What follows belongs to an exercise in optimizing a design on an open flow for small area, a short achievable clock period and few clock cycles per item; a production flow would make more cautious choices.
At most, simulation tests tie the RTL to the original design; equivalence was not proved.
The RTL of run 7 was laid out without a check of its function.
Power and IR drop assume default switching activity.

$ cat flow/design.v
module olidx_voice_codec (
    input  wire       clk,
    input  wire       rst,         
    input  wire       in_valid,
    output wire       in_ready,
    input  wire [7:0] in_data,
    input  wire       in_unpack,   
    output wire       out_valid,
    input  wire       out_ready,
    output wire [7:0] out_data,
    output wire       out_last,
    output wire [6:0] out_chk
);
    function automatic dec_cons(input m, input v, input [4:0] s);
        begin
            if (!v && !m)     dec_cons = (s <= 5'd20);
            else if (!v)      dec_cons = !(s == 5'd11 || s == 5'd14 || s == 5'd17 || s == 5'd20);
            else if (!m)      dec_cons = 1'b1;
            else              dec_cons = !(s == 5'd9 || s == 5'd15 || s == 5'd16);
        end
    endfunction
    function automatic dec_prod(input m, input v, input [4:0] s);
        begin
            if (!v && !m)     dec_prod = !(s == 5'd11 || (s >= 5'd13 && s <= 5'd19));
            else if (!v)      dec_prod = 1'b1;
            else if (!m)      dec_prod = !(s == 5'd9 || s == 5'd15 || s == 5'd16);
            else              dec_prod = 1'b1;
        end
    endfunction
    reg        mode;        
    reg  [2:0] sec;         
    reg  [4:0] k;           
    reg        r_cons, r_prod, r_need, r_send;
    reg  [2:0] hb;          
    reg  [4:0] hc;          
    reg  [7:0] hd;          
    reg  [5:0] he;          
    reg  [7:0] hf;          
    reg  [7:0] ir;
    reg        ir_u, ir_v;
    reg  [7:0] o_data;
    reg        o_v, o_last;
    reg        p_v, p_first, p_in_s;   
    reg  [6:0] ck;
    reg  [7:0] s_data;
    reg        s_v, s_last;
    reg        rdy;
    wire voice = (sec == 3'd6);
    wire first = (sec == 3'd0) && (k == 5'd0);
    wire lastb = voice && (k == 5'd28);
    wire cons  = r_cons;
    wire prod  = r_prod;
    wire need  = r_need;
    wire send  = r_send;
    wire go    = (!need || ir_v) && (!prod || !s_v);
    wire push  = go && prod;
    wire take  = go && cons;
    wire ld_o  = !o_v || out_ready;
    wire [2:0] sec_a  = send ? (voice ? 3'd0 : sec + 3'd1) : sec;
    wire [4:0] k_a    = send ? 5'd0 : k + 5'd1;
    wire [2:0] sec_n  = go ? sec_a : sec;
    wire [4:0] k_n    = go ? k_a : k;
    wire       v_a    = (sec_a == 3'd6);
    wire       cons_a = dec_cons(mode, v_a, k_a);
    wire       prod_a = dec_prod(mode, v_a, k_a);
    wire       need_a = cons_a || (mode && (v_a ? (k_a == 5'd9 || k_a == 5'd15 || k_a == 5'd16)
                                                : (k_a == 5'd11 || k_a == 5'd14 || k_a == 5'd17)));
    wire       send_a = v_a ? (k_a == 5'd28) : (mode ? (k_a == 5'd20) : (k_a == 5'd24));
    wire       cons_n = go ? cons_a : cons;
    wire       prod_n = go ? prod_a : prod;
    wire sv1  = !s_v && push && lastb;                        
    wire sv0  = s_v ? o_v : (push && (lastb || o_v));         
    wire irv1 = rdy || (ir_v && !take);                        
    wire irv0 = !rdy && ir_v && !take;                         
    wire ov1  = s_v || (push && !lastb);
    wire rd1  = cons_n && (!prod_n || !sv1);
    wire rd0  = cons_n && (!prod_n || !sv0);
    reg s_v_n, rdy_n, o_v_n, ir_v_n;
    always @* begin
        ir_v_n = in_valid ? irv1 : irv0;
        if (out_ready) begin
            s_v_n = sv1; o_v_n = ov1;
            rdy_n = !ir_v_n || rd1;
        end else begin
            s_v_n = sv0; o_v_n = o_v || ov1;
            rdy_n = !ir_v_n || rd0;
        end
    end
    wire       ck_en = p_v && !(o_v && o_last);
    wire [6:0] ck_n  = (p_first ? 7'd0 : ck) - (p_in_s ? s_data[6:0] : o_data[6:0]);
    wire       in_s1 = lastb;
    wire       in_s0 = lastb || o_v;
    reg [7:0] b;
    always @* begin
        b = ir;
        if (!mode && !voice) begin
            case (k)
                5'd12: b = {4'b0, ir[1:0], hb[1:0]};
                5'd20: b = {1'b0, ir[3:0], hb};
                5'd21: b = {3'b0, hc};
                5'd22: b = hd;
                5'd23: b = {2'b0, he};
                5'd24: b = hf;
                default: b = ir;
            endcase
        end else if (!mode) begin
            case (k)
                5'd8:  b = {3'b0, ir[4:0]};
                5'd10: b = {4'b0, ir[0], hb};
                5'd17: b = {1'b0, ir[2:0], hd[2:0], hc[2]};
                default: b = ir;
            endcase
        end else if (!voice) begin
            case (k)
                5'd11: b = {6'b0, ir[1:0]};
                5'd12: b = {6'b0, ir[3:2]};
                5'd13: b = {5'b0, ir[2:0]};
                5'd14: b = {6'b0, ir[1:0]};
                5'd15: b = {5'b0, ir[4:2]};
                5'd17: b = {7'b0, ir[0]};
                5'd18: b = {3'b0, ir[5:1]};
                5'd20: b = {4'b0, hd[6:3]};
                default: b = ir;
            endcase
        end else begin
            case (k)
                5'd8:  b = {3'b0, ir[4:0]};
                5'd9:  b = {5'b0, ir[2:0]};
                5'd10: b = {7'b0, ir[3]};
                5'd15: b = {7'b0, ir[0]};
                5'd16: b = {5'b0, ir[3:1]};
                5'd17: b = {5'b0, ir[6:4]};
                default: b = ir;
            endcase
        end
    end
    always @(posedge clk) begin
        if (!ir_v || take) begin
            ir   <= in_data;
            ir_u <= in_unpack;
        end
        if (go && first)
            mode <= ir_u;
        if (rst) begin
            sec   <= 3'd0;
            k     <= 5'd0;
            r_cons <= 1'b1;              
            r_prod <= 1'b1;
            r_need <= 1'b1;
            r_send <= 1'b0;
            rdy   <= 1'b1;
            ir_v  <= 1'b0;
            s_v   <= 1'b0;
            o_v   <= 1'b0;
            p_v   <= 1'b0;
            ck    <= 7'd0;
        end else begin
            sec   <= sec_n;
            k     <= k_n;
            if (go) begin
                r_cons <= cons_a;
                r_prod <= prod_a;
                r_need <= need_a;
                r_send <= send_a;
            end
            rdy   <= rdy_n;
            ir_v  <= ir_v_n;
            s_v   <= s_v_n;
            o_v   <= o_v_n;
            if (ck_en)
                ck <= ck_n;
            if (push) begin
                p_v     <= 1'b1;
                p_first <= first;
                p_in_s  <= out_ready ? in_s1 : in_s0;
            end else begin
                if (ck_en)
                    p_v <= 1'b0;
                if (ld_o)
                    p_in_s <= 1'b0;
            end
        end
    end
    always @(posedge clk) begin
        if (k == 5'd9 || k == 5'd11 || k == 5'd13) hb <= ir[2:0];
        if (k == 5'd14) hc[1:0] <= ir[1:0];
        if (k == 5'd15) hc[4:2] <= ir[2:0];
        if ((k == 5'd13 && mode) || (k == 5'd16 && !mode)) hd <= ir;
        if (k == 5'd17) he[0] <= ir[0];
        if (k == 5'd18) he[5:1] <= ir[4:0];
        if (k == 5'd19) hf <= ir;
    end
    always @(posedge clk) begin
        if (rst) begin
            o_data <= 8'd0;
            o_last <= 1'b0;
        end else if (ld_o) begin
            o_data <= s_v ? s_data : b;
            o_last <= s_v && s_last;
        end
        if (!s_v) begin
            s_data <= b;
            s_last <= lastb;
        end
    end
    assign in_ready  = rdy;
    assign out_valid = o_v;
    assign out_data  = o_data;
    assign out_last  = o_last;
    assign out_chk   = ck;
endmodule
$ cat flow/flow/run.sh
#!/bin/bash
# Standard ORFS layout (the standard.sh) with a tighter timing-repair
# target, no footprint restriction on resizing and plain buffers on the ports.
# The full make output goes to standard.log in this folder.
bash standard.sh SETUP_SLACK_MARGIN=6.3 MATCH_CELL_FOOTPRINT=0 'BUFFER_PORTS_ARGS=-buffer_cell sky130_fd_sc_hd__buf_2'  finish > standard.log 2>&1
$ cat flow/standard.sh
#!/bin/bash
# synth_recipe.tcl (not shown) runs the flow's synth.tcl, then flattens the netlist and writes it again
# the make line also repeats each setting of config.mk as NAME=value (left out here)
make -C /OpenROAD-flow-scripts/flow DESIGN_CONFIG=/design/flow/config.mk WORK_HOME=/design/flow/orfs CLKGATE_MAP_FILE= SYNTH_SCRIPT=/design/flow/synth_recipe.tcl "${@:-finish}"
$ cat flow/config.mk
export PLATFORM = sky130hd
export DESIGN_NAME = olidx_voice_codec
export DESIGN_NICKNAME = olidx_voice_codec
export VERILOG_FILES = /design/flow/design.v
export SDC_FILE = /design/flow/constraint.sdc
export NUM_CORES = 4
export LEC_CHECK = 0
export ABC_CLOCK_PERIOD_IN_PS = 2500
export CAP_MARGIN = 20
export CORE_MARGIN = 2
export CORE_UTILIZATION = 40
export CTS_BUF_LIST = sky130_fd_sc_hd__clkbuf_8
export PLACE_DENSITY = 0.6
export SETUP_SLACK_MARGIN = 5
export SLEW_MARGIN = 20
$ cat flow/constraint.sdc
create_clock -name core_clock -period 9.0 [get_ports {clk}]
set_input_delay 1.8000 -clock core_clock [delete_from_list [all_inputs] [get_ports {clk}]]
set_output_delay 1.8000 -clock core_clock [all_outputs]
set_load 0.01 [all_outputs]
==> out/metrics.csv, run 1 <==
stage;metric;value;unit
synth;Mapped Cells;509;
timing;fin crit share;0.2973;
timing;max-slew violations;0;
routing;drt first pass iters;7;
timing;Hold Slack;0.4264;ns
final_layout;share of cells above drive strength 1;0.2319;
synth;prevailing post-synth register cell;edfxtp_1;
die;core area;11910;sq um
synth;cell area after synthesis;4827;sq um
setup_path;cell at the slowest stage of the critical path;dfxtp_4;
placed_design;input/output buffers;30;
global_route;first-pass GRT wire length;20240;microns
setup_path;Buffers & Inverters on Critical Path;1;
die;Die Wd;113.9;microns
die;Starting Density;0.4053;
timing;min Tclk post-route;2.676;ns
die;row cnt;40;
timing;RSZ-0062 raised after global routing;false;
timing;Relative slew margins;0.3758;
global_route;largest net degree at the start of global routing;39;
final_layout;Final nets;546;
final_layout;most frequent cells in the layout;nor2_1 (51), nand2_1 (47), edfxtp_1 (43), a21oi_1 (34), buf_2 (29);
synth;Yosys reg bits;84;
die;die height;113.9;microns
synth;ranking of synthesized cells by area;edfxtp_1 (27%), dfxtp_1 (17%), nor2_1 (4.0%);
routing;DRT iter0 DRCs;488;
die;die area;12960;sq um
clock_network;CTS buffer count;9;
synth;synth unique cells;83;
synth;Post-synth EDFFs;43;
clock_network;Reg clk slew, reported paths;0.08;ns
synth;post-synth top area cell;edfxtp_1;
timing;clock skew;0.01526;ns
timing;final hold violations;0;
setup_path;R2R Setup Slk;6.43;ns
setup_path;CP Max Fanout;5;
setup_path;Worst R2R Start;k[0];
routing;DR WL/cell;19.45;microns
clock_network;Max Buffers Root-to-Sink;2;
setup_path;Crit path required time;7.20;ns
status;status;no timing/DRC/antenna violations;
routing;Antenna Nets Post-Route;0;
synth;Async S/R FF share, synth;0;
setup_path;R2R Path End;rdy;
setup_path;worst r2r path cells;10;
clock_network;root buf cell;clkbuf_8;
global_route;GRT Residual Overflow;0;
final_layout;Cell Count, Final, Fillers Out;673;
final_layout;fillers;1155;
timing;achievable clock frequency;373.8;MHz
placed_design;post-DP HPWL;8951;microns
routing;Vias/cell;6.189;
final_layout;Area growth syn-to-layout;12.29;%
routing;DRC viols;0;
setup_path;CP Class;reg -> out;
clock_network;Sink Count;84;
pwr;maximum VDD drop;76.79;uV
timing;Worst Tran Pin Value;0.9308;ns
final_layout;commonest non-fill, non-tap cell in the layout;nor2_1;
clock_network;CTS tree;built;
final_layout;diode count;0;
min_path;worst hold start;ir_u;
pwr;Final Power;0.8931;mW
global_route;vias in the first global route;3794;
setup_path;crit path DAT;0.88;ns
global_route;initial antenna violation count;0;
setup_path;Worst Setup Start Kind;register;
clock_network;Clock Latency Late Sink;0.39;ns
routing;drt total wl;13090;microns
run;max-cap violations;0;
die;# IOs;31;
synth;syn avg cell area;9.484;sq um
setup_path;slowest cell delay on critical path;0.36;ns
setup_path;worst path cell trace;buf_2;
global_route;Total GRT Usage;0.2004;
routing;vias;4165;
setup_path;Crit. End Element;output port;
synth;sequential fraction of the synthesis area;0.4375;
pwr;P_leak;1.990;nW
min_path;Hold Crit Class;reg -> reg;
setup_path;delay-heaviest family, CP;flip-flops;
timing;count of final setup violators;0;
min_path;hold path cells;0;
synth;yosys warns;1;
synth;Mapped Nets;534;
placed_design;DP Cell Count;645;
clock_network;H-tree lvl count;3;
clock_network;hold buffer count at CTS;0;
synth;share of Yosys cell area claimed by the top area cell type;0.2675;
timing;Setup TNS;0;ns
placed_design;Placer Congestion;0.9096;
pwr;PwrDens;164.8;nW/um^2
min_path;Hold EP;mode;
cells in the mapped netlist, types with 3 or more instances:
cell      number
nor3_1        10
nand2_1       47
mux2_2         4
o31ai_1        6
a21oi_1       34
and4b_1        3
a311oi_1       3
nand3_1        9
buf_1          3
and2_1         6
a211oi_1       5
nand4b_1       4
and3_1         9
o21a_1         6
o21ai_0       15
a221o_1        7
a22o_1         3
edfxtp_1      43
nor2_1        51
buf_2         11
a22oi_1        9
a222oi_1       3
nand4_1        7
mux2i_1        5
ha_1          11
nand3b_1       8
nand2b_1      11
a32oi_1        8
or3_1          3
and3b_1        3
nor3b_1        3
or2_2          3
nor2b_1       13
inv_1         11
a31oi_1        6
clkbuf_1      22
o21ai_1        4
dfxtp_1       41
layout make-up:
class | instances | area (sq um) | area share
clock buffers | 9 | 123.9 | 0.02285
multi-input cells | 372 | 2584 | 0.4767
inverters | 12 | 45.04 | 0.008310
flip-flops and latches | 84 | 2155 | 0.3975
well taps | 147 | 183.9 | 0.03393
clock inverters | 7 | 76.32 | 0.01408
repair buffers | 42 | 252.7 | 0.04663
timing repair:
item                       in CTS  in global routing
setup buffers                   0                 12
pin swaps                       0                  2
resized for setup              19                 27
cloned                          0                  0
setup endpoints to repair      24                 26
per-layer routing:
metal / vias to the layer above / wire length, microns / GRT usage / share of wire
met5: - / 0 / 0 / 0
met2: 190 / 6017 / 0.3138 / 0.46
met1: 2000 / 5652 / 0.2624 / 0.43
met3: 34 / 944 / 0.04198 / 0.072
li1: 1941 / - / - / -
met4: 0 / 474 / 0.1033 / 0.036
registers in the layout (all words and copies together), names as in the netlist, 3 cells and up:
name and count:
k 5, hf 8, sec 3, ck 7, he 6, o_data 8, hd 8, hc 5
ir 8, hb 3, s_data 8
power by group:
part           leakage (nW)  internal [mW]  switching (mW)  total (mW)
logic                  1.14         0.0699          0.0912       0.161
clock network         0.101          0.129           0.148       0.278
registers             0.752          0.427          0.0275       0.455
total                  1.99          0.626           0.267       0.893
metrics by stage:
step | instance area, sq um | util | setup slack, ns
floorplan | 4832 | - | 6.325
global placement | 4979 | 0.4180 | 5.973
detailed placement | 4979 | 0.4180 | 5.874
CTS | 5229 | 0.4390 | 6.279
global route | 5420 | 0.4550 | 6.282
finish | 5420 | 0.4550 | 6.324
worst max-delay path by stage:
stage | cells after the start | to | start | slack, ns
floorplan | 3 | p_first | rst | 6.32
global route | 10 | ck[6] | p_in_s | 6.28
finish | 1 | out_valid | o_v | 6.32
global placement | 5 | rdy | out_ready | 5.97
CTS | 10 | rdy | k[1] | 6.28
detailed placement | 9 | rdy | k[2] | 5.87
cells by family after synthesis:
group,synth area share
xor gates and xnor gates,0.007259
and+or+nand+nor,0.2247
DFF,0.4375
buffers and inverters,0.04899
muxes,0.01970
adders and majority gates,0.03266
AOI/OAI and AO/OA,0.2291
Testbench counts, summed over its fixed seeds: cycles 32,440, records 192.
==> inputs of run 2 (changes only) <==
--- a/flow/config.mk
+++ b/flow/config.mk
@@ -9,7 +9,7 @@
 export CAP_MARGIN = 20
 export CORE_MARGIN = 2
-export CORE_UTILIZATION = 40
+export CORE_UTILIZATION = 45
 export CTS_BUF_LIST = sky130_fd_sc_hd__clkbuf_8
-export PLACE_DENSITY = 0.6
+export PLACE_DENSITY = 0.65
 export SETUP_SLACK_MARGIN = 5
 export SLEW_MARGIN = 20
==> out/metrics.csv, run 2 <==
stage;metric;value;unit;change
synth;yosys warns;1;;unchanged
synth;sequential fraction of the synthesis area;0.4375;;unchanged
die;Starting Density;0.4655;;+0.06024
die;core area;10370;sq um;-13%
global_route;Total GRT Usage;0.2278;;+0.02748
min_path;Hold EP;mode;;
final_layout;fillers;960;;-17%
synth;post-synth top area cell;edfxtp_1;;
setup_path;R2R Path End;o_data[1];;
global_route;first-pass GRT wire length;20250;microns;about the same
clock_network;H-tree lvl count;3;;unchanged
timing;clock skew;0.01116;ns;-0.004104 ns
routing;Vias/cell;6.218;;+0.48%
pwr;Sw Share;0.3047;;+0.006011
die;die area;11570;sq um;-11%
timing;Worst Tran Pin Value;0.9717;ns;+0.04095 ns
routing;DRC viols;0;;unchanged
clock_network;Reg clk slew, reported paths;0.09;ns;about the same
synth;prevailing post-synth register cell;edfxtp_1;;
timing;count of final setup violators;0;;unchanged
run;max-cap violations;0;;unchanged
setup_path;cell at the slowest stage of the critical path;dfxtp_2;;
setup_path;worst r2r path cells;9;;-1
synth;Mapped Cells;509;;unchanged
min_path;worst hold start;ir_u;;
die;# IOs;31;;unchanged
clock_network;Sink Count;84;;unchanged
timing;fin crit share;0.2951;;-0.002231
clock_network;hold buffer count at CTS;0;;unchanged
timing;Relative slew margins;0.3483;;-0.02747
placed_design;Post-DP Area;4965;sq um;-0.28%
final_layout;Final nets;548;;+0.37%
placed_design;post-DP HPWL;8761;microns;-2.1%
global_route;GRT Residual Overflow;0;;unchanged
routing;vias;4129;;-0.86%
setup_path;Buffers & Inverters on Critical Path;1;;unchanged
pwr;Psw;0.2621;mW;-1.7%
final_layout;commonest non-fill, non-tap cell in the layout;nor2_1;;
min_path;Hold Crit Class;reg -> reg;;
setup_path;Worst R2R Start;k[0];;
pwr;maximum VDD drop;95.99;uV;+25%
pwr;Cell Int Power;0.5982;mW;-4.5%
setup_path;crit path DAT;0.86;ns;-0.02 ns
synth;Yosys reg bits;84;;unchanged
synth;cell area after synthesis;4827;sq um;unchanged
timing;min Tclk post-route;2.655;ns;-0.02008 ns
setup_path;slowest cell delay on critical path;0.36;ns;about the same
final_layout;Area growth syn-to-layout;11.25;%;
setup_path;Crit path required time;7.20;ns;about the same
pwr;combinational power share;0.187;;+0.007
setup_path;worst path cell trace;buf_2;;
setup_path;R2R Setup Slk;6.39;ns;-0.04 ns
die;die height;107.6;microns;-5.5%
routing;drt first pass iters;5;;-2
clock_network;CTS tree;built;;
routing;DR WL/cell;19.24;microns;-1.1%
synth;Async S/R FF share, synth;0;;unchanged
synth;count leader, synth;nor2_1;;
setup_path;delay-heaviest family, CP;flip-flops;;
setup_path;CP Max Fanout;3;;-2
pwr;Clk pwr share;0.286;;-0.025
final_layout;diode count;0;;unchanged
min_path;hold path cells;0;;unchanged
timing;RSZ-0062 raised after global routing;true;;
clock_network;Clock Latency Late Sink;0.36;ns;-0.03 ns
timing;achievable clock frequency;376.6;MHz;+0.76%
setup_path;CP Class;reg -> out;;
routing;Antenna Nets Post-Route;0;;unchanged
setup_path;Worst Setup Start Kind;register;;
synth;share of Yosys cell area claimed by the top area cell type;0.2675;;unchanged
status;status;no timing/DRC/antenna violations;;
clock_network;CTS buffer count;9;;unchanged
synth;synth unique cells;83;;unchanged
die;row cnt;37;;-7.5%
synth;Mapped Nets;534;;unchanged
clock_network;root buf cell;clkbuf_8;;
timing;Setup TNS;0;ns;unchanged
placed_design;input/output buffers;30;;unchanged
final_layout;most frequent cells in the layout;nor2_1 (51), nand2_1 (47), edfxtp_1 (43), a21oi_1 (34), buf_2 (30);;
global_route;vias in the first global route;3800;;+0.16%
synth;Post-synth EDFFs;43;;unchanged
pwr;PwrDens;160.2;nW/um^2;-2.8%
timing;final hold violations;0;;unchanged
synth;Commonest cells post-synth;nor2_1 (51), nand2_1 (47), edfxtp_1 (43);;
routing;DRT iter0 DRCs;475;;-2.7%
synth;syn avg cell area;9.484;sq um;unchanged
global_route;largest net degree at the start of global routing;39;;unchanged
die;Die Wd;107.6;microns;-5.5%
timing;max-slew violations;0;;unchanged
clock_network;Max Buffers Root-to-Sink;2;;unchanged
setup_path;Crit. End Element;output port;;
final_layout;final instance area;5370;sq um;-0.92%
global_route;initial antenna violation count;0;;unchanged
pwr;Reg power frac;0.527;;+0.018
synth;ranking of synthesized cells by area;edfxtp_1 (27%), dfxtp_1 (17%), nor2_1 (4.0%);;
placed_design;Placer Congestion;0.9457;;+4.0%
final_layout;Layout Utilization;0.5179;;+0.06282
routing;drt total wl;12780;microns;-2.4%
final_layout;share of cells above drive strength 1;0.2330;;+0.001015
pwr;P_leak;1.977;nW;-0.67%
==> run 2: cell counts after synthesis <==
Identical to the previous run, type by type.
==> run 2: timing repair <==
item                       4_1_cts  5_1_grt
buffers inserted                 0       14
gates resized for setup         14       30
pin swaps                        0        4
setup endpoints to repair       19       29
hold endpoints to repair         0        0
==> run 2: worst max-delay path by stage <==
stage              start     endpoint  slack, ns  depth (start not counted)
6_report       o_data[4]  out_data[4]       6.34                          1
5_1_grt             k[0]    o_data[1]       6.28                          9
4_1_cts             k[1]          rdy       6.28                         10
3_5_place_dp        k[2]          rdy       5.90                          9
3_3_place_gp   out_ready          rdy       5.98                          5
2_1_floorplan        rst      p_first       6.32                          3
==> run 2: cell families after synthesis <==
group / after synthesis / synth area share
AND/OR/NAND/NOR: 203 / 0.2247
buffers and inverters: 53 / 0.04899
AO/OA/AOI/OAI: 144 / 0.2291
flip-flops: 84 / 0.4375
multiplexers: 9 / 0.01970
XOR/XNOR: 4 / 0.007259
adder cells (fa/ha/maj): 12 / 0.03266
==> run 2: cell type report <==
cell class | count | area (sq um) | area share
sequential | 84 | 2153 | 0.4010
clock buffer | 9 | 123.9 | 0.02307
timing repair buffer | 44 | 259.0 | 0.04823
tap | 136 | 170.2 | 0.03169
clock inverter | 7 | 52.55 | 0.009786
inverter | 12 | 45.04 | 0.008388
multi-input combinational | 372 | 2566 | 0.4779
==> run 2: metal layers <==
layer	vias to the layer above	wire length, microns	track usage
met5	-	0	0
met4	0	284	0.09432
met2	204	5915	0.3482
met3	21	1017	0.05024
met1	1959	5559	0.3120
li1	1945	-	-
==> run 2: power by group through the flow <==
stage / clock, mW / sequential [mW] / combinational [mW]
after floorplan: 0 / 0.452 / 0.113
after global placement: 0 / 0.461 / 0.143
after detailed placement: 0 / 0.462 / 0.146
after CTS: 0.254 / 0.454 / 0.148
after global routing: 0.272 / 0.458 / 0.179
final: 0.246 / 0.453 / 0.161
==> run 2: through the flow <==
step | power (mW) | setup WS [ns] | hold slack, ns | cells
final | 0.8603 | 6.345 | 0.4273 | 664
after global routing | 0.9083 | 6.278 | 0.4477 | 664
after CTS | 0.8561 | 6.276 | 0.4347 | 650
after detailed placement | 0.6084 | 5.899 | 0.4132 | 634
after global placement | 0.6040 | 5.978 | 0.4182 | 634
after floorplan | 0.5654 | 6.325 | 0.4003 | 509
==> inputs of run 3 (changes only) <==
--- a/flow/config.mk
+++ b/flow/config.mk
@@ -6,5 +6,5 @@
 export NUM_CORES = 4
 export LEC_CHECK = 0
-export ABC_CLOCK_PERIOD_IN_PS = 2500
+export ABC_AREA = 1
 export CAP_MARGIN = 20
 export CORE_MARGIN = 2
==> out/metrics.csv, run 3 <==
stage;metric;value;unit;change
status;status;no timing/DRC/antenna violations;;
die;Starting Density;0.4629;;-0.002624
placed_design;post-DP HPWL;9171;microns;+4.7%
setup_path;Worst R2R Start;sec[0];;
routing;drt first pass iters;4;;-1
final_layout;commonest non-fill, non-tap cell in the layout;nand2_1;;
final_layout;Final nets;693;;+26%
timing;max-slew violations;0;;unchanged
timing;Setup TNS;0;ns;unchanged
routing;DRT iter0 DRCs;302;;-36%
synth;Post-synth EDFFs;43;;unchanged
synth;cell area after synthesis;4757;sq um;-1.5%
placed_design;input/output buffers;30;;unchanged
synth;syn avg cell area;7.445;sq um;-22%
setup_path;delay-heaviest family, CP;flip-flops;;
setup_path;Crit path required time;7.20;ns;about the same
pwr;maximum VDD drop;103.8;uV;+8.2%
final_layout;Area growth syn-to-layout;9.732;%;
setup_path;crit path DAT;0.87;ns;about the same
clock_network;Reg clk slew, reported paths;0.08;ns;about the same
die;row cnt;37;;unchanged
clock_network;Clock Latency Late Sink;0.37;ns;about the same
placed_design;Place WS;5.895;ns;-0.004030 ns
global_route;initial antenna violation count;0;;unchanged
setup_path;Crit. End Element;output port;;
die;core area;10280;sq um;-0.89%
global_route;first-pass GRT wire length;20270;microns;about the same
final_layout;Cell Count, Final, Fillers Out;809;;+22%
global_route;Total GRT Usage;0.2266;;-0.001214
setup_path;R2R Setup Slk;6.55;ns;+0.16 ns
setup_path;slowest cell delay on critical path;0.36;ns;about the same
timing;fin crit share;0.2962;;+0.001188
final_layout;most frequent cells in the layout;nand2_1 (178), inv_1 (83), o21ai_0 (59), nor2_1 (54), a21oi_1 (47);;
timing;min Tclk post-route;2.666;ns;+0.01069 ns
timing;final hold violations;0;;unchanged
clock_network;hold buffer count at CTS;0;;unchanged
timing;count of final setup violators;0;;unchanged
timing;achievable clock frequency;375.1;MHz;-0.40%
synth;Mapped Nets;664;;+24%
synth;sequential fraction of the synthesis area;0.4440;;+0.006444
synth;Async S/R FF share, synth;0;;unchanged
setup_path;Crit. path cell count;1;;unchanged
die;die area;11410;sq um;-1.4%
clock_network;H-tree lvl count;3;;unchanged
global_route;vias in the first global route;4022;;+5.8%
routing;Vias/cell;5.365;;-14%
synth;post-synth top area cell;edfxtp_1;;
timing;Relative slew margins;0.4347;;+0.08642
clock_network;Max Buffers Root-to-Sink;2;;unchanged
setup_path;Buffers & Inverters on Critical Path;1;;unchanged
synth;Commonest cells post-synth;nand2_1 (178), inv_1 (81), o21ai_0 (59);;
setup_path;CP Class;reg -> out;;
synth;prevailing post-synth register cell;edfxtp_1;;
clock_network;root buf cell;clkbuf_8;;
final_layout;share of cells above drive strength 1;0.1248;;-0.1081
placed_design;DP Cell Count;790;;+25%
die;Die Wd;106.8;microns;-0.70%
timing;RSZ-0062 raised after global routing;false;;
pwr;P_leak;2.446;nW;+24%
synth;Yosys reg bits;84;;unchanged
synth;synth unique cells;42;;-49%
synth;count leader, synth;nand2_1;;
die;die height;106.8;microns;-0.70%
clock_network;Sink Count;84;;unchanged
synth;yosys warns;1;;unchanged
global_route;largest net degree at the start of global routing;24;;-38%
clock_network;CTS tree;built;;
pwr;PwrDens;222.1;nW/um^2;+39%
placed_design;Placer Congestion;0.9369;;-0.93%
setup_path;worst r2r path cells;11;;+2
run;max-cap violations;0;;unchanged
timing;clock skew;0.01107;ns;-0.00009500 ns
routing;Antenna Nets Post-Route;0;;unchanged
setup_path;cell at the slowest stage of the critical path;dfxtp_1;;
final_layout;Layout Utilization;0.5079;;-0.009944
setup_path;worst path cell trace;buf_2;;
routing;vias;4340;;+5.1%
routing;DRC viols;0;;unchanged
synth;share of Yosys cell area claimed by the top area cell type;0.2714;;+0.003940
setup_path;CP endpoint;out_chk[6];;
timing;worst setup margin;6.334;ns;-0.01069 ns
setup_path;CP Max Fanout;3;;unchanged
setup_path;Worst Setup SP;ck[6];;
setup_path;Worst Setup Start Kind;register;;
timing;Worst Tran Pin Value;0.8448;ns;-0.1269 ns
clock_network;CTS buffer count;9;;unchanged
routing;drt total wl;12250;microns;-4.1%
synth;Mapped Cells;639;;+26%
die;# IOs;31;;unchanged
setup_path;R2R Path End;o_data[6];;
global_route;GRT Residual Overflow;0;;unchanged
final_layout;diode count;0;;unchanged
routing;DR WL/cell;15.14;microns;-21%
min_path;Hold Crit Class;reg -> reg;;
synth;ranking of synthesized cells by area;edfxtp_1 (27%), dfxtp_1 (17%), nand2_1 (14%);;
## run 3: area by class of cell
class	count	area (sq um)
well taps	136	170.2
clock inverters	6	51.30
fillers	1030	5057
repair buffers	34	180.2
clock buffers	10	137.6
inverters	86	326.6
multi-input cells	453	2230
flip-flops and latches	84	2125
## run 3: per-stage QoR
stage | area, sq um | hold slack [ns] | power, mW
4_1_cts | 5186 | 0.4345 | 1.157
5_1_grt | 5220 | 0.4378 | 1.244
3_3_place_gp | 4992 | 0.4099 | 0.8857
2_1_floorplan | 4757 | 0.4003 | 0.7951
3_5_place_dp | 4992 | 0.4147 | 0.8942
6_report | 5220 | 0.4321 | 1.159
## run 3: cells by family (layout without fill, tap and decap cells)
| family | after synthesis | in the layout | share of synthesized area |
|---|---|---|---|
| fa+ha+maj | 12 | 12 | 0.03314 |
| mux | 2 | 2 | 0.004471 |
| compound gates | 127 | 127 | 0.1423 |
| buf+inv | 102 | 136 | 0.08732 |
| xor+xnor | 5 | 5 | 0.009205 |
| flops | 84 | 84 | 0.4440 |
| simple gates | 307 | 307 | 0.2796 |
## run 3: how the worst min path moves through the flow
stage               start   end  cells after the start
floorplan            ir_u  mode                      0
global placement     ir_u  mode                      0
detailed placement   ir_u  mode                      0
CTS                  ir_u  mode                      0
global route         ir_u  mode                      0
finish               ir_u  mode                      0
## run 3: report_power, final
| group | leakage [nW] | switching (mW) | internal (mW) |
|---|---|---|---|
| sequential | 0.749 | 0.0539 | 0.463 |
| combinational | 1.59 | 0.253 | 0.125 |
| clock | 0.112 | 0.133 | 0.132 |
| total | 2.45 | 0.439 | 0.720 |
## run 3: what timing repair did
item	4_1_cts	5_1_grt
resized for setup	2	10
pin swaps	0	0
setup buffers	0	3
endpoints found under the setup margin	2	11
## run 3: layer usage
| layer | wire, microns | global-route usage | vias up |
|---|---|---|---|
| met5 | 0 | 0 | - |
| met2 | 5601 | 0.3576 | 109 |
| met1 | 5792 | 0.3137 | 2055 |
| met4 | 235 | 0.08163 | 0 |
| met3 | 620 | 0.03891 | 17 |
| li1 | - | - | 2159 |
==> inputs of run 4 (changes only) <==
--- a/flow/config.mk
+++ b/flow/config.mk
@@ -10,5 +10,7 @@
 export CORE_MARGIN = 2
 export CORE_UTILIZATION = 45
-export CTS_BUF_LIST = sky130_fd_sc_hd__clkbuf_8
+export CTS_BUF_LIST = sky130_fd_sc_hd__clkbuf_16
+export CTS_CLUSTER_DIAMETER = 500
+export CTS_CLUSTER_SIZE = 100
 export PLACE_DENSITY = 0.65
 export SETUP_SLACK_MARGIN = 5
==> out/metrics.csv, run 4 <==
stage;metric;value;unit;change
pwr;Cell Int Power;0.7976;mW;+11%
timing;Setup TNS;0;ns;unchanged
final_layout;area of the multi-input gates;2230;sq um;unchanged
die;Die Wd;106.8;microns;unchanged
clock_network;Reg clk slew, reported paths;0.06;ns;-0.02 ns
global_route;vias in the first global route;4018;;-0.099%
synth;count leader, synth;nand2_1;;
clock_network;root buf cell;clkbuf_16;;
final_layout;register area;2116;sq um;-0.41%
placed_design;input/output buffers;30;;unchanged
die;row cnt;37;;unchanged
pwr;Reg power frac;0.413;;-0.033
setup_path;crit path DAT;0.86;ns;about the same
clock_network;H-tree lvl count;3;;unchanged
routing;DRT iter0 DRCs;295;;-2.3%
final_layout;diode count;0;;unchanged
final_layout;Area growth syn-to-layout;11.47;%;
setup_path;Buffers & Inverters on Critical Path;1;;unchanged
synth;yosys warns;1;;unchanged
die;die area;11410;sq um;unchanged
pwr;Final Power;1.250;mW;+7.8%
routing;vias;4327;;-0.30%
setup_path;Worst Setup Start Kind;register;;
routing;DRC viols;0;;unchanged
pwr;maximum VDD drop;90.86;uV;-12%
timing;min Tclk post-route;2.661;ns;-0.005260 ns
global_route;first-pass GRT wire length;20270;microns;unchanged
setup_path;worst path cell trace;buf_2;;
timing;Relative slew margins;0.4489;;+0.01419
pwr;P_leak;2.487;nW;+1.7%
final_layout;commonest non-fill, non-tap cell in the layout;nand2_1;;
final_layout;most frequent cells in the layout;nand2_1 (178), inv_1 (83), o21ai_0 (59), nor2_1 (54), a21oi_1 (47);;
die;core area;10280;sq um;unchanged
synth;ranking of synthesized cells by area;edfxtp_1 (27%), dfxtp_1 (17%), nand2_1 (14%);;
timing;RSZ-0062 raised after global routing;false;;
pwr;Clk pwr share;0.285;;+0.057
clock_network;CTS buffer count;9;;unchanged
run;max-cap violations;0;;unchanged
die;Starting Density;0.4629;;unchanged
global_route;GRT Residual Overflow;0;;unchanged
synth;sequential fraction of the synthesis area;0.4440;;unchanged
synth;prevailing post-synth register cell;edfxtp_1;;
synth;Mapped Cells;639;;unchanged
setup_path;CP Max Fanout;3;;unchanged
die;die height;106.8;microns;unchanged
global_route;initial antenna violation count;0;;unchanged
synth;Post-synth EDFFs;43;;unchanged
final_layout;Final nets;693;;unchanged
min_path;Hold Crit Class;reg -> reg;;
synth;syn avg cell area;7.445;sq um;unchanged
clock_network;Sink Count;84;;unchanged
synth;post-synth top area cell;edfxtp_1;;
timing;fin crit share;0.2957;;-0.0005844
setup_path;Crit. End Element;output port;;
synth;cell area after synthesis;4757;sq um;unchanged
timing;count of final setup violators;0;;unchanged
die;# IOs;31;;unchanged
global_route;largest net degree at the start of global routing;24;;unchanged
routing;drt first pass iters;5;;+1
pwr;combinational power share;0.302;;-0.024
final_layout;fillers;1016;;-1.4%
clock_network;Clock Latency Late Sink;0.34;ns;-0.03 ns
setup_path;CP Class;reg -> out;;
setup_path;R2R Setup Slk;6.55;ns;about the same
timing;clock skew;0.008929;ns;-0.002137 ns
routing;Vias/cell;5.349;;-0.30%
synth;synth unique cells;42;;unchanged
status;status;no timing/DRC/antenna violations;;
routing;DR WL/cell;15.15;microns;about the same
routing;drt total wl;12260;microns;about the same
timing;achievable clock frequency;375.8;MHz;+0.20%
pwr;PwrDens;235.7;nW/um^2;+6.1%
setup_path;cell at the slowest stage of the critical path;dfxtp_1;;
synth;Mapped Nets;664;;unchanged
synth;Yosys reg bits;84;;unchanged
timing;final hold violations;0;;unchanged
timing;Worst Tran Pin Value;0.8236;ns;-0.02120 ns
synth;Commonest cells post-synth;nand2_1 (178), inv_1 (81), o21ai_0 (59);;
timing;max-slew violations;0;;unchanged
placed_design;Placer Congestion;0.9369;;unchanged
placed_design;post-DP HPWL;9171;microns;unchanged
setup_path;Crit path required time;7.20;ns;about the same
pwr;Psw;0.4520;mW;+2.9%
synth;Async S/R FF share, synth;0;;unchanged
clock_network;Max Buffers Root-to-Sink;2;;unchanged
pwr;Sw Share;0.3617;;-0.01713
setup_path;slowest cell delay on critical path;0.37;ns;about the same
synth;share of Yosys cell area claimed by the top area cell type;0.2714;;unchanged
final_layout;Layout Utilization;0.5159;;+0.008035
routing;Antenna Nets Post-Route;0;;unchanged
clock_network;CTS tree;built;;
final_layout;share of cells above drive strength 1;0.1144;;-0.01040
setup_path;delay-heaviest family, CP;flip-flops;;
global_route;Total GRT Usage;0.2263;;-0.0003596
==> run 4: cell count changes in the layout (fill, tap and decap cells not counted) <==
| cell | previous run | this run |
|---|---|---|
| clkbuf_16 | 0 | 9 |
| clkbuf_8 | 10 | 0 |
| inv_2 | 5 | 6 |
| dfxtp_2 | 10 | 3 |
| dfxtp_1 | 31 | 38 |
==> run 4: per-stage QoR <==
step	hold WS, ns	setup WS [ns]	area [sq um]	instances
after floorplan	0.4003	6.345	4757	639
after detailed placement	0.4147	5.895	4992	790
after global placement	0.4099	6.028	4992	790
after global routing	0.4317	6.306	5303	809
after CTS	0.4294	6.323	5276	806
final	0.4276	6.339	5303	809
==> run 4: repair_timing <==
action	4_1_cts	5_1_grt
endpoints found under the hold margin	0	0
resized for setup	1	4
hold buffers	0	0
buffers inserted	0	3
endpoints found under the setup margin	1	6
==> run 4: area by class of cell <==
| class | instances | share of cell area |
|---|---|---|
| repair buffers | 34 | 0.03398 |
| flip-flops and latches | 84 | 0.3990 |
| clock buffers | 9 | 0.04247 |
| multi-input cells | 453 | 0.4205 |
| inverters | 86 | 0.06159 |
| well taps | 136 | 0.03209 |
| clock inverters | 7 | 0.01038 |
==> run 4: path summary, 6_finish.rpt <==
| path | start | to | cells past startpoint |
|---|---|---|---|
| setup / recovery | o_data[4] | out_data[4] | 1 |
| hold / removal | ir_u | mode | 0 |
| setup reg to reg | sec[0] | o_data[6] | 11 |
| hold reg to reg | ir_u | mode | 0 |
==> run 4: cell families after synthesis <==
kind of cell	after synthesis	synth area share
buf+inv	102	0.08732
mux	2	0.004471
flops	84	0.4440
compound gates	127	0.1423
fa+ha+maj	12	0.03314
simple gates	307	0.2796
xor+xnor	5	0.009205
==> run 4: layer usage <==
metal / up-vias / global-route usage / part of all wire
met2: 110 / 0.3599 / 0.46
met1: 2042 / 0.3127 / 0.48
met3: 13 / 0.03891 / 0.050
met5: - / 0 / 0
met4: 0 / 0.07699 / 0.016
li1: 2162 / - / -
==> run 4: power groups by stage <==
stage | Clock, mW | Sequential (mW) | Combinational, mW
final | 0.356 | 0.516 | 0.377
after global routing | 0.377 | 0.524 | 0.432
after CTS | 0.360 | 0.516 | 0.372
after detailed placement | 0 | 0.524 | 0.370
after global placement | 0 | 0.522 | 0.364
after floorplan | 0 | 0.505 | 0.290
==> run 4: worst register-to-register path: cells and delay by family, from the launching register on <==
family                 cells  cell delay (ns)
and+or+nand+nor            5             1.24
buffers and inverters      4             0.57
DFF                        1             0.35
AOI/OAI and AO/OA          2             0.17
==> inputs of run 5 (changes only) <==
==> flow/flow/run.sh (replaced) <==
#!/bin/bash
# Standard ORFS layout (the standard.sh) with a tighter timing-repair
# target, no footprint restriction on resizing and plain buffers on the ports.
# The full make output goes to standard.log in this folder.
bash standard.sh SETUP_SLACK_MARGIN=6.2 MATCH_CELL_FOOTPRINT=0 'BUFFER_PORTS_ARGS=-buffer_cell sky130_fd_sc_hd__buf_2'  finish > standard.log 2>&1
==> flow/config.mk (replaced) <==
export PLATFORM = sky130hd
export DESIGN_NAME = olidx_voice_codec
export DESIGN_NICKNAME = olidx_voice_codec
export VERILOG_FILES = /design/flow/design.v
export SDC_FILE = /design/flow/constraint.sdc
export NUM_CORES = 4
export LEC_CHECK = 0
export ABC_CLOCK_PERIOD_IN_PS = 2500
export CAP_MARGIN = 20
export CORE_MARGIN = 2
export CORE_UTILIZATION = 40
export CTS_BUF_LIST = sky130_fd_sc_hd__clkbuf_8
export PLACE_DENSITY = 0.6
export SETUP_SLACK_MARGIN = 5
export SLEW_MARGIN = 20
==> out/metrics.csv, run 5 <==
stage;metric;value;unit;change
timing;Setup TNS;0;ns;unchanged
timing;achievable clock frequency;365.7;MHz;-2.7%
min_path;hold path cells;0;;unchanged
synth;synth unique cells;83;;+98%
final_layout;Final nets;539;;-22%
global_route;first-pass GRT wire length;20650;microns;+1.9%
final_layout;final instance area;5323;sq um;+0.38%
synth;count leader, synth;nor2_1;;
die;core area;11910;sq um;+16%
setup_path;Crit. path cell count;1;;unchanged
placed_design;post-DP HPWL;8950;microns;-2.4%
synth;Mapped Nets;534;;-20%
routing;DRT iter0 DRCs;417;;+41%
synth;prevailing post-synth register cell;edfxtp_1;;
timing;final hold violations;0;;unchanged
routing;vias;4089;;-5.5%
final_layout;most frequent cells in the layout;nor2_1 (51), nand2_1 (47), edfxtp_1 (43), dfxtp_1 (36), a21oi_1 (34);;
timing;clock skew;0.01672;ns;+0.007788 ns
setup_path;Crit path required time;7.20;ns;about the same
pwr;PwrDens;176.0;nW/um^2;-25%
synth;post-synth top area cell;edfxtp_1;;
final_layout;share of cells above drive strength 1;0.1753;;+0.06092
timing;count of final setup violators;0;;unchanged
timing;min Tclk post-route;2.735;ns;+0.07382 ns
die;Starting Density;0.4053;;-0.05762
setup_path;Crit. End Element;output port;;
clock_network;Sink Count;84;;unchanged
clock_network;CTS buffer count;9;;unchanged
placed_design;Place WS;5.861;ns;-0.03404 ns
die;row cnt;40;;+8.1%
synth;Yosys reg bits;84;;unchanged
placed_design;Post-DP Area;4975;sq um;-0.35%
min_path;Hold Crit Class;reg -> reg;;
routing;DRC viols;0;;unchanged
timing;RSZ-0062 raised after global routing;true;;
run;max-cap violations;0;;unchanged
routing;DR WL/cell;19.69;microns;+30%
global_route;Total GRT Usage;0.2063;;-0.01996
die;Die Wd;113.9;microns;+6.6%
routing;drt first pass iters;6;;+1
timing;Worst Tran Pin Value;0.9216;ns;+0.09802 ns
global_route;largest net degree at the start of global routing;39;;+63%
clock_network;CTS tree;built;;
synth;ranking of synthesized cells by area;edfxtp_1 (27%), dfxtp_1 (17%), nor2_1 (4.0%);;
final_layout;commonest non-fill, non-tap cell in the layout;nor2_1;;
timing;max-slew violations;0;;unchanged
synth;sequential fraction of the synthesis area;0.4375;;-0.006444
setup_path;Buffers & Inverters on Critical Path;1;;unchanged
synth;cell area after synthesis;4827;sq um;+1.5%
synth;syn avg cell area;9.484;sq um;+27%
global_route;vias in the first global route;3862;;-3.9%
synth;Commonest cells post-synth;nor2_1 (51), nand2_1 (47), edfxtp_1 (43);;
clock_network;Max Buffers Root-to-Sink;2;;unchanged
setup_path;crit path DAT;0.93;ns;+0.07 ns
placed_design;input/output buffers;30;;unchanged
routing;Antenna Nets Post-Route;0;;unchanged
global_route;initial antenna violation count;0;;unchanged
synth;Async S/R FF share, synth;0;;unchanged
setup_path;delay-heaviest family, CP;flip-flops;;
final_layout;Area growth syn-to-layout;10.26;%;
pwr;maximum VDD drop;88.53;uV;-2.6%
timing;worst setup margin;6.265;ns;-0.07382 ns
status;status;no timing/DRC/antenna violations;;
synth;Mapped Cells;509;;-20%
timing;Relative slew margins;0.3819;;-0.06701
final_layout;diode count;0;;unchanged
die;die height;113.9;microns;+6.6%
setup_path;slowest cell delay on critical path;0.40;ns;+0.03 ns
routing;drt total wl;13110;microns;+7.0%
synth;share of Yosys cell area claimed by the top area cell type;0.2675;;-0.003940
synth;Post-synth EDFFs;43;;unchanged
clock_network;Reg clk slew, reported paths;0.09;ns;+0.03 ns
synth;yosys warns;1;;unchanged
setup_path;worst r2r path cells;10;;-1
setup_path;cell at the slowest stage of the critical path;dfxtp_1;;
clock_network;H-tree lvl count;3;;unchanged
clock_network;root buf cell;clkbuf_8;;
die;# IOs;31;;unchanged
timing;fin crit share;0.3039;;+0.008202
global_route;GRT Residual Overflow;0;;unchanged
setup_path;worst path cell trace;buf_2;;
routing;Vias/cell;6.140;;+15%
setup_path;Worst Setup Start Kind;register;;
clock_network;Clock Latency Late Sink;0.39;ns;+0.05 ns
setup_path;CP Max Fanout;5;;+2
placed_design;Placer Congestion;0.9279;;-0.96%
pwr;P_leak;1.962;nW;-21%
die;die area;12960;sq um;+14%
setup_path;CP Class;reg -> out;;
-- run 5: cell types whose count changed in the layout (fill, tap and decap cells not counted), moves of 8 or more --
cell | previous run | this run
a32oi_1 | 0 | 8
clkbuf_16 | 9 | 0
nand3_1 | 37 | 9
nand2b_1 | 0 | 11
o21ai_0 | 59 | 15
nand2_1 | 178 | 47
and3_1 | 0 | 8
nand2_2 | 8 | 0
clkbuf_8 | 0 | 9
a21oi_1 | 47 | 34
nor2b_1 | 0 | 12
a22oi_1 | 1 | 9
inv_1 | 83 | 12
-- run 5: layout make-up --
cell class / count / area [sq um]
clock inverters: 7 / 115.1
well taps: 147 / 183.9
multi-input cells: 372 / 2539
repair buffers: 35 / 187.7
flip-flops and latches: 84 / 2128
clock buffers: 9 / 123.9
fillers: 1158 / 6589
inverters: 12 / 45.04
-- run 5: metrics by stage --
step / std cells / power [mW] / util / hold slack [ns]
after CTS: 661 / 0.9364 / 0.4402 / 0.4365
after global placement: 645 / 0.6055 / 0.4176 / 0.4221
after floorplan: 509 / 0.5652 / - / 0.4003
final: 666 / 0.9370 / 0.4468 / 0.4320
after detailed placement: 645 / 0.6085 / 0.4176 / 0.4173
after global routing: 666 / 0.9799 / 0.4468 / 0.4460
-- run 5: path summary, 6_finish.rpt --
check	start	end	slack, ns
max	o_v	out_valid	6.27
min	ir_u	mode	0.43
max reg2reg	k[0]	rdy	6.32
min reg2reg	ir_u	mode	0.43
-- run 5: what timing repair did --
item / CTS / global route
pin swaps: 0 / 2
setup buffers: 0 / 5
hold buffers: 0 / 0
gates resized for setup: 10 / 10
endpoints found under the setup margin: 14 / 8
-- run 5: kinds of logic (layout without fill, tap and decap cells) --
family	Yosys count	in the layout	share of synthesized area
adder cells (fa/ha/maj)	12	12	0.03266
buffers and inverters	53	63	0.04899
XOR/XNOR	4	4	0.007259
flip-flops	84	84	0.4375
multiplexers	9	9	0.01970
AO/OA/AOI/OAI	144	144	0.2291
AND/OR/NAND/NOR	203	203	0.2247
-- run 5: layer usage --
metal  track usage  share of wire  vias up
li1              -              -     1937
met1        0.2740           0.43     1967
met2        0.3206           0.47      159
met3       0.05526          0.071       26
met4       0.08374          0.027        0
met5             0              0        -
-- run 5: power by group --
group	total [mW]	switching, mW	internal (mW)
clock network	0.331	0.147	0.184
logic	0.152	0.0878	0.0646
registers	0.454	0.0284	0.425
==> inputs of run 6 (changes only) <==
==> flow/flow/run.sh (replaced) <==
#!/bin/bash
# Standard ORFS layout (the standard.sh) with a tighter timing-repair
# target, no footprint restriction on resizing and plain buffers on the ports.
# The full make output goes to standard.log in this folder.
bash standard.sh SETUP_SLACK_MARGIN=6.4 MATCH_CELL_FOOTPRINT=0 'BUFFER_PORTS_ARGS=-buffer_cell sky130_fd_sc_hd__buf_2'  finish > standard.log 2>&1
==> out/metrics.csv, run 6 <==
stage;metric;value;unit;change
setup_path;CP Max Fanout;2;;-3
setup_path;delay-heaviest family, CP;flip-flops;;
global_route;vias in the first global route;3978;;+3.0%
synth;Mapped Nets;534;;unchanged
synth;post-synthesis compound-gate area fraction;0.2291;;unchanged
routing;vias;4192;;+2.5%
timing;min Tclk post-route;2.637;ns;-0.09743 ns
clock_network;CTS tree;built;;
setup_path;worst path cell trace;buf_6;;
routing;drt total wl;13310;microns;+1.5%
synth;Yosys reg bits;84;;unchanged
timing;achievable clock frequency;379.2;MHz;+3.7%
synth;cell area after synthesis;4827;sq um;unchanged
pwr;PwrDens;159.7;nW/um^2;-9.3%
routing;Vias/cell;6.102;;-0.61%
setup_path;slowest cell delay on critical path;0.36;ns;-0.04 ns
final_layout;share of cells above drive strength 1;0.2574;;+0.08207
synth;prevailing post-synth register cell;edfxtp_1;;
placed_design;Placer Congestion;0.9186;;-1.0%
final_layout;register area;2153;sq um;+1.2%
pwr;Final Power;0.8970;mW;-4.3%
synth;yosys warns;1;;unchanged
global_route;first-pass GRT wire length;20900;microns;+1.2%
synth;largest family of logic cells by synthesized area;compound AO/OA/AOI/OAI gates;;
run;max-cap violations;0;;unchanged
timing;Relative slew margins;0.3579;;-0.02400
setup_path;Buffers & Inverters on Critical Path;1;;unchanged
timing;Worst Tran Pin Value;0.9574;ns;+0.03578 ns
routing;drt first pass iters;5;;-1
die;die height;113.9;microns;unchanged
die;row cnt;40;;unchanged
routing;Antenna Nets Post-Route;0;;unchanged
routing;DRT iter0 DRCs;533;;+28%
die;# IOs;31;;unchanged
timing;clock skew;0.01374;ns;-0.002978 ns
min_path;Hold Crit Class;reg -> reg;;
synth;Post-synth EDFFs;43;;unchanged
timing;max-slew violations;0;;unchanged
setup_path;cell at the slowest stage of the critical path;dfxtp_2;;
die;core area;11910;sq um;unchanged
synth;xor/xnor share of the synthesized area;0.007258;;unchanged
synth;Commonest cells post-synth;nor2_1 (51), nand2_1 (47), edfxtp_1 (43);;
placed_design;input/output buffers;30;;unchanged
timing;RSZ-0062 raised after global routing;true;;
setup_path;CP Class;reg -> out;;
global_route;Total GRT Usage;0.2076;;+0.001263
setup_path;Crit. End Element;output port;;
die;Die Wd;113.9;microns;unchanged
final_layout;commonest non-fill, non-tap cell in the layout;nor2_1;;
synth;synth unique cells;83;;unchanged
global_route;largest net degree at the start of global routing;39;;unchanged
routing;DRC viols;0;;unchanged
final_layout;Final nets;560;;+3.9%
synth;post-synth top area cell;edfxtp_1;;
synth;sequential fraction of the synthesis area;0.4375;;unchanged
placed_design;post-DP HPWL;8891;microns;-0.66%
die;Starting Density;0.4053;;unchanged
die;die area;12960;sq um;unchanged
synth;syn avg cell area;9.484;sq um;unchanged
synth;Synth Area in Simple Gates;0.2247;;unchanged
final_layout;Area growth syn-to-layout;16.36;%;
timing;count of final setup violators;0;;unchanged
global_route;initial antenna violation count;0;;unchanged
clock_network;CTS buffer count;9;;unchanged
global_route;GRT Residual Overflow;0;;unchanged
synth;ranking of synthesized cells by area;edfxtp_1 (27%), dfxtp_1 (17%), nor2_1 (4.0%);;
final_layout;most frequent cells in the layout;nor2_1 (50), nand2_1 (47), edfxtp_1 (43), a21oi_1 (34), buf_4 (25);;
pwr;maximum VDD drop;78.53;uV;-11%
clock_network;Sink Count;84;;unchanged
final_layout;area of the multi-input gates;2585;sq um;+1.8%
setup_path;Worst Setup Start Kind;register;;
routing;DR WL/cell;19.37;microns;-1.6%
timing;fin crit share;0.2930;;-0.01083
clock_network;H-tree lvl count;3;;unchanged
synth;Async S/R FF share, synth;0;;unchanged
setup_path;Crit path required time;7.20;ns;about the same
status;status;no timing/DRC/antenna violations;;
synth;share of Yosys cell area claimed by the top area cell type;0.2675;;unchanged
final_layout;diode count;0;;unchanged
synth;count leader, synth;nor2_1;;
synth;Mapped Cells;509;;unchanged
synth;post-synthesis mux area share;0.01970;;unchanged
clock_network;Reg clk slew, reported paths;0.08;ns;about the same
pwr;P_leak;2.082;nW;+6.2%
synth;Synth Area in Adders;0.03266;;unchanged
timing;Setup TNS;0;ns;unchanged
timing;Hold Slack;0.4236;ns;-0.008464 ns
clock_network;root buf cell;clkbuf_8;;
timing;final hold violations;0;;unchanged
final_layout;fillers;1080;;-6.7%
setup_path;crit path DAT;0.84;ns;-0.09 ns
clock_network;Max Buffers Root-to-Sink;2;;unchanged
clock_network;Clock Latency Late Sink;0.37;ns;-0.02 ns
## run 6: final timing paths
kind	slack (ns)	from	cells after the start	to
max reg2reg	6.48	k[0]	9	o_data[1]
min reg2reg	0.42	ir_u	0	mode
min	0.42	ir_u	0	mode
max	6.36	ck[3]	1	out_chk[3]
## run 6: area by class of cell
type                    instances  share of cell area
flip-flops and latches         84              0.3834
well taps                     147             0.03275
multi-input cells             372              0.4602
repair buffers                 56             0.08220
inverters                      12            0.008020
clock buffers                  12             0.02941
clock inverters                 4            0.004010
## run 6: logic make-up after synthesis
family / Yosys count
simple gates: 203
fa+ha+maj: 12
mux: 9
buf+inv: 53
xor+xnor: 4
flops: 84
compound gates: 144
## run 6: repair_timing
| action | CTS | global route |
|---|---|---|
| hold buffers | 0 | 0 |
| pin swaps | 2 | 3 |
| endpoints found under the hold margin | 0 | 0 |
| cloned | 0 | 0 |
| resized for setup | 54 | 11 |
| setup endpoints to repair | 38 | 32 |
| buffers inserted | 18 | 8 |
## run 6: metal layers
metal	part of all wire	wire [microns]	global-route usage
met1	0.44	5806	0.2707
met2	0.47	6270	0.3265
met3	0.064	852	0.05367
met4	0.028	376	0.09106
met5	0	0	0
## run 6: where the power goes
group	internal [mW]	switching (mW)	total [mW]
clock	0.122	0.136	0.258
combinational	0.0878	0.0984	0.186
sequential	0.427	0.0255	0.453
total	0.637	0.260	0.897
## run 6: per-stage QoR
step / utilization / instance area, sq um / setup WS (ns) / std cells
after floorplan: - / 4838 / 6.357 / 509
after global placement: 0.4180 / 4979 / 5.979 / 645
after detailed placement: 0.4180 / 4979 / 5.864 / 645
after CTS: 0.4617 / 5499 / 6.344 / 679
after global routing: 0.4715 / 5617 / 6.323 / 687
final: 0.4715 / 5617 / 6.363 / 687
==> inputs of run 7 (changes only) <==
--- a/flow/design.v
+++ b/flow/design.v
@@ -38,5 +38,5 @@
     reg  [7:0] hf;          
     reg  [7:0] ir;
-    reg        ir_u, ir_v;
+    reg        ir_v;
     reg  [7:0] o_data;
     reg        o_v, o_last;
@@ -44,5 +44,5 @@
     reg  [6:0] ck;
     reg  [7:0] s_data;
-    reg        s_v, s_last;
+    reg        s_v;
     reg        rdy;
     wire voice = (sec == 3'd6);
@@ -136,10 +136,8 @@
     end
     always @(posedge clk) begin
-        if (!ir_v || take) begin
-            ir   <= in_data;
-            ir_u <= in_unpack;
-        end
-        if (go && first)
-            mode <= ir_u;
+        if (!ir_v || take)
+            ir <= in_data;
+        if (rdy && in_valid && ((first && !ir_v) || (take && lastb)))
+            mode <= in_unpack;
         if (rst) begin
             sec   <= 3'd0;
@@ -197,10 +195,8 @@
         end else if (ld_o) begin
             o_data <= s_v ? s_data : b;
-            o_last <= s_v && s_last;
-        end
-        if (!s_v) begin
+            o_last <= s_v && first;
+        end
+        if (!s_v)
             s_data <= b;
-            s_last <= lastb;
-        end
     end
     assign in_ready  = rdy;
==> flow/flow/run.sh (replaced) <==
#!/bin/bash
# Standard ORFS layout (the standard.sh) with a tighter timing-repair
# target, no footprint restriction on resizing and plain buffers on the ports.
# The full make output goes to standard.log in this folder.
bash standard.sh SETUP_SLACK_MARGIN=6.3 MATCH_CELL_FOOTPRINT=0 'BUFFER_PORTS_ARGS=-buffer_cell sky130_fd_sc_hd__buf_2'  finish > standard.log 2>&1
==> out/metrics.csv, run 7 <==
stage;metric;value;unit;change
timing;Hold Slack;0.4588;ns;+0.03519 ns
timing;fin crit share;0.2954;;+0.002404
timing;Setup TNS;0;ns;unchanged
clock_network;Sink Count;82;;-2.4%
synth;Mapped Nets;555;;+3.9%
clock_network;Reg clk slew, reported paths;0.10;ns;+0.02 ns
min_path;Hold Crit Class;reg -> reg;;
pwr;PwrDens;160.4;nW/um^2;+0.42%
setup_path;slowest cell delay on critical path;0.35;ns;about the same
synth;count leader, synth;nand2_1;;
placed_design;post-DP HPWL;9750;microns;+9.7%
status;status;no timing/DRC/antenna violations;;
pwr;P_leak;1.990;nW;-4.4%
timing;achievable clock frequency;376.1;MHz;-0.81%
routing;drt total wl;13920;microns;+4.7%
pwr;Cell Int Power;0.6415;mW;+0.70%
synth;Mapped Cells;530;;+4.1%
pwr;maximum VDD drop;78.16;uV;-0.47%
synth;sequential fraction of the synthesis area;0.4140;;-0.02350
placed_design;Place WS;5.822;ns;-0.04131 ns
routing;vias;4314;;+2.9%
timing;count of final setup violators;0;;unchanged
final_layout;final instance area;5585;sq um;-0.56%
global_route;first-pass GRT wire length;21600;microns;+3.3%
placed_design;Placer Congestion;0.8921;;-2.9%
global_route;largest net degree at the start of global routing;40;;+2.6%
setup_path;Crit. path cell count;1;;unchanged
synth;yosys warns;1;;unchanged
timing;clock skew;0.01779;ns;+0.004052 ns
routing;DRC viols;0;;unchanged
setup_path;Crit. End Element;output port;;
routing;Antenna Nets Post-Route;0;;unchanged
die;die area;13300;sq um;+2.6%
synth;syn avg cell area;9.351;sq um;-1.4%
final_layout;diode count;0;;unchanged
global_route;initial antenna violation count;0;;unchanged
die;Die Wd;115.3;microns;+1.3%
timing;final hold violations;0;;unchanged
synth;ranking of synthesized cells by area;edfxtp_1 (25%), dfxtp_1 (17%), a21oi_1 (3.6%);;
pwr;Clk pwr share;0.329;;+0.041
clock_network;Max Buffers Root-to-Sink;2;;unchanged
final_layout;commonest non-fill, non-tap cell in the layout;nand2_1;;
synth;Commonest cells post-synth;nand2_1 (46), dfxtp_1 (41), edfxtp_1 (41);;
final_layout;Area growth syn-to-layout;12.70;%;
die;row cnt;40;;unchanged
min_path;hold path cells;2;;+2
clock_network;CTS buffer count;9;;unchanged
synth;prevailing post-synth register cell;edfxtp_1;;
setup_path;Worst Setup Start Kind;register;;
setup_path;cell at the slowest stage of the critical path;dfxtp_2;;
clock_network;H-tree lvl count;3;;unchanged
routing;DR WL/cell;19.39;microns;+0.13%
synth;Async S/R FF share, synth;0;;unchanged
setup_path;crit path DAT;0.86;ns;+0.02 ns
timing;worst setup margin;6.341;ns;-0.02164 ns
setup_path;delay-heaviest family, CP;flip-flops;;
routing;DRT iter0 DRCs;412;;-23%
timing;max-slew violations;0;;unchanged
synth;Post-synth EDFFs;41;;-4.7%
die;# IOs;31;;unchanged
clock_network;root buf cell;clkbuf_8;;
timing;min Tclk post-route;2.659;ns;+0.02164 ns
die;die height;115.3;microns;+1.3%
setup_path;Buffers & Inverters on Critical Path;1;;unchanged
global_route;GRT Residual Overflow;0;;unchanged
timing;RSZ-0062 raised after global routing;true;;
setup_path;worst r2r path cells;8;;-1
setup_path;CP Max Fanout;2;;unchanged
setup_path;worst path cell trace;buf_2;;
min_path;worst hold start;ck[3];;
synth;synth unique cells;85;;+2.4%
synth;post-synth top area cell;edfxtp_1;;
pwr;Reg power frac;0.497;;-0.008
setup_path;Crit path required time;7.20;ns;about the same
synth;Yosys reg bits;82;;-2.4%
global_route;vias in the first global route;3977;;-0.025%
pwr;Sw Share;0.2839;;-0.005958
final_layout;share of cells above drive strength 1;0.2055;;-0.05195
clock_network;Clock Latency Late Sink;0.39;ns;+0.02 ns
placed_design;input/output buffers;30;;unchanged
global_route;Total GRT Usage;0.2129;;+0.005320
routing;Vias/cell;6.008;;-1.5%
die;core area;12060;sq um;+1.3%
setup_path;Worst R2R Start;k[0];;
final_layout;Final nets;570;;+1.8%
routing;drt first pass iters;5;;unchanged
synth;share of Yosys cell area claimed by the top area cell type;0.2484;;-0.01907
setup_path;R2R Setup Slk;6.39;ns;-0.09 ns
die;Starting Density;0.4109;;+0.005640
run;max-cap violations;0;;unchanged
setup_path;CP Class;reg -> out;;
timing;Relative slew margins;0.3694;;+0.01154
timing;Worst Tran Pin Value;0.9459;ns;-0.01154 ns
min_path;Hold EP;ck[3];;
pwr;combinational power share;0.174;;-0.034
setup_path;R2R Path End;o_data[1];;
final_layout;most frequent cells in the layout;nand2_1 (46), edfxtp_1 (41), nor2_1 (36), a21oi_1 (36), buf_2 (26);;
synth;cell area after synthesis;4956;sq um;+2.7%
clock_network;CTS tree;built;;
final_layout;Layout Utilization;0.4631;;-0.008463
placed_design;Post-DP Area;5112;sq um;+2.7%
pwr;Psw;0.2543;mW;-2.2%
==> run 7: cell count changes after synthesis, sizes merged, moves of 5 or more <==
cell and change:
o21a -5, o211ai +6, o21ai +7, a22oi +6
inv +10, nor3b +6, nor2 -15
==> run 7: power groups by stage <==
| stage | registers (mW) | logic (mW) | clock network [mW] |
|---|---|---|---|
| 2_1_floorplan | 0.442 | 0.103 | 0 |
| 3_3_place_gp | 0.452 | 0.134 | 0 |
| 3_5_place_dp | 0.452 | 0.137 | 0 |
| 4_1_cts | 0.444 | 0.142 | 0.302 |
| 5_1_grt | 0.448 | 0.173 | 0.318 |
| 6_report | 0.445 | 0.156 | 0.295 |
==> run 7: how the worst max path moves through the flow <==
| stage | startpoint | endpoint | slack [ns] |
|---|---|---|---|
| after floorplan | rst | p_in_s | 6.30 |
| after global placement | k[0] | o_data[1] | 5.87 |
| after detailed placement | k[0] | o_data[1] | 5.82 |
| after CTS | k[1] | r_need | 6.19 |
| after global routing | k[0] | o_data[1] | 6.25 |
| final | o_data[1] | out_data[1] | 6.34 |
==> run 7: cells by family after synthesis <==
kind of cell / share of synthesized area
DFF: 0.4140
AOI/OAI and AO/OA: 0.2467
xor gates and xnor gates: 0.01010
buffers and inverters: 0.05933
muxes: 0.01994
and+or+nand+nor: 0.2181
adders and majority gates: 0.03181
==> run 7: cell type report <==
| cell class | count | area [sq um] |
|---|---|---|
| clock buffer | 9 | 123.9 |
| clock inverter | 7 | 92.59 |
| fill | 1154 | 6476 |
| inverter | 22 | 86.33 |
| multi-input combinational | 384 | 2689 |
| sequential | 82 | 2088 |
| tap | 168 | 210.2 |
| timing repair buffer | 46 | 295.3 |
==> run 7: through the flow <==
stage	total power [mW]	instances
floorplan	0.5448	530
global placement	0.5861	687
detailed placement	0.5899	687
CTS	0.8885	706
global route	0.9394	718
finish	0.8958	718
==> run 7: per-layer routing <==
metal  vias up  track usage  part of all wire
li1       2040            -                 -
met5         -            0                 0
met4         0      0.07550             0.022
met1      2077       0.2753              0.44
met3        24      0.05640             0.064
met2       173       0.3439              0.48
==> run 7: timing repair <==
action	in CTS	in global routing
buffers inserted	3	12
resized for setup	16	31
pin swaps	0	3
hold buffers	0	0
setup endpoints to repair	32	37

[what the ideal ports hide]
Ports are ideal in the flow. The routed layouts listed here were re-timed in OpenROAD.
Step 1 assumes that a clkbuf_16 drives the clock port and a buf_2 every other input.
Step 2 moves the port delays by t, midway between the first and last clock arrival at a register: inputs arrive t later, outputs are due t later. That takes back most of the time a late clock gives input paths.
Three values: ideal ports, drivers, drivers and shift; two values: the first two.
run | t (ns) | setup WS [ns] | clock arrival spread, ns
run 1 | 0.417 | 6.324 / 6.288 / 5.968 | 0.016 / 0.015
run 2 | 0.388 | 6.345 / 6.315 / 6.042 | 0.011 / 0.012
run 3 | 0.393 | 6.334 / 6.300 / 6.079 | 0.011 / 0.012
run 4 | 0.377 | 6.339 / 6.301 / 6.079 | 0.009 / 0.009
run 5 | 0.411 | 6.265 / 6.233 / 5.937 | 0.017 / 0.017
run 6 | 0.403 | 6.363 / 6.328 / 6.048 | 0.014 / 0.014
run 7 | 0.410 | 6.341 / 6.308 / 5.986 | 0.019 / 0.018
After both steps setup and hold are still met in every run listed. The setup slack of run 1, which loses most, moves by -0.036 ns with the drivers and by -0.356 ns with both steps.
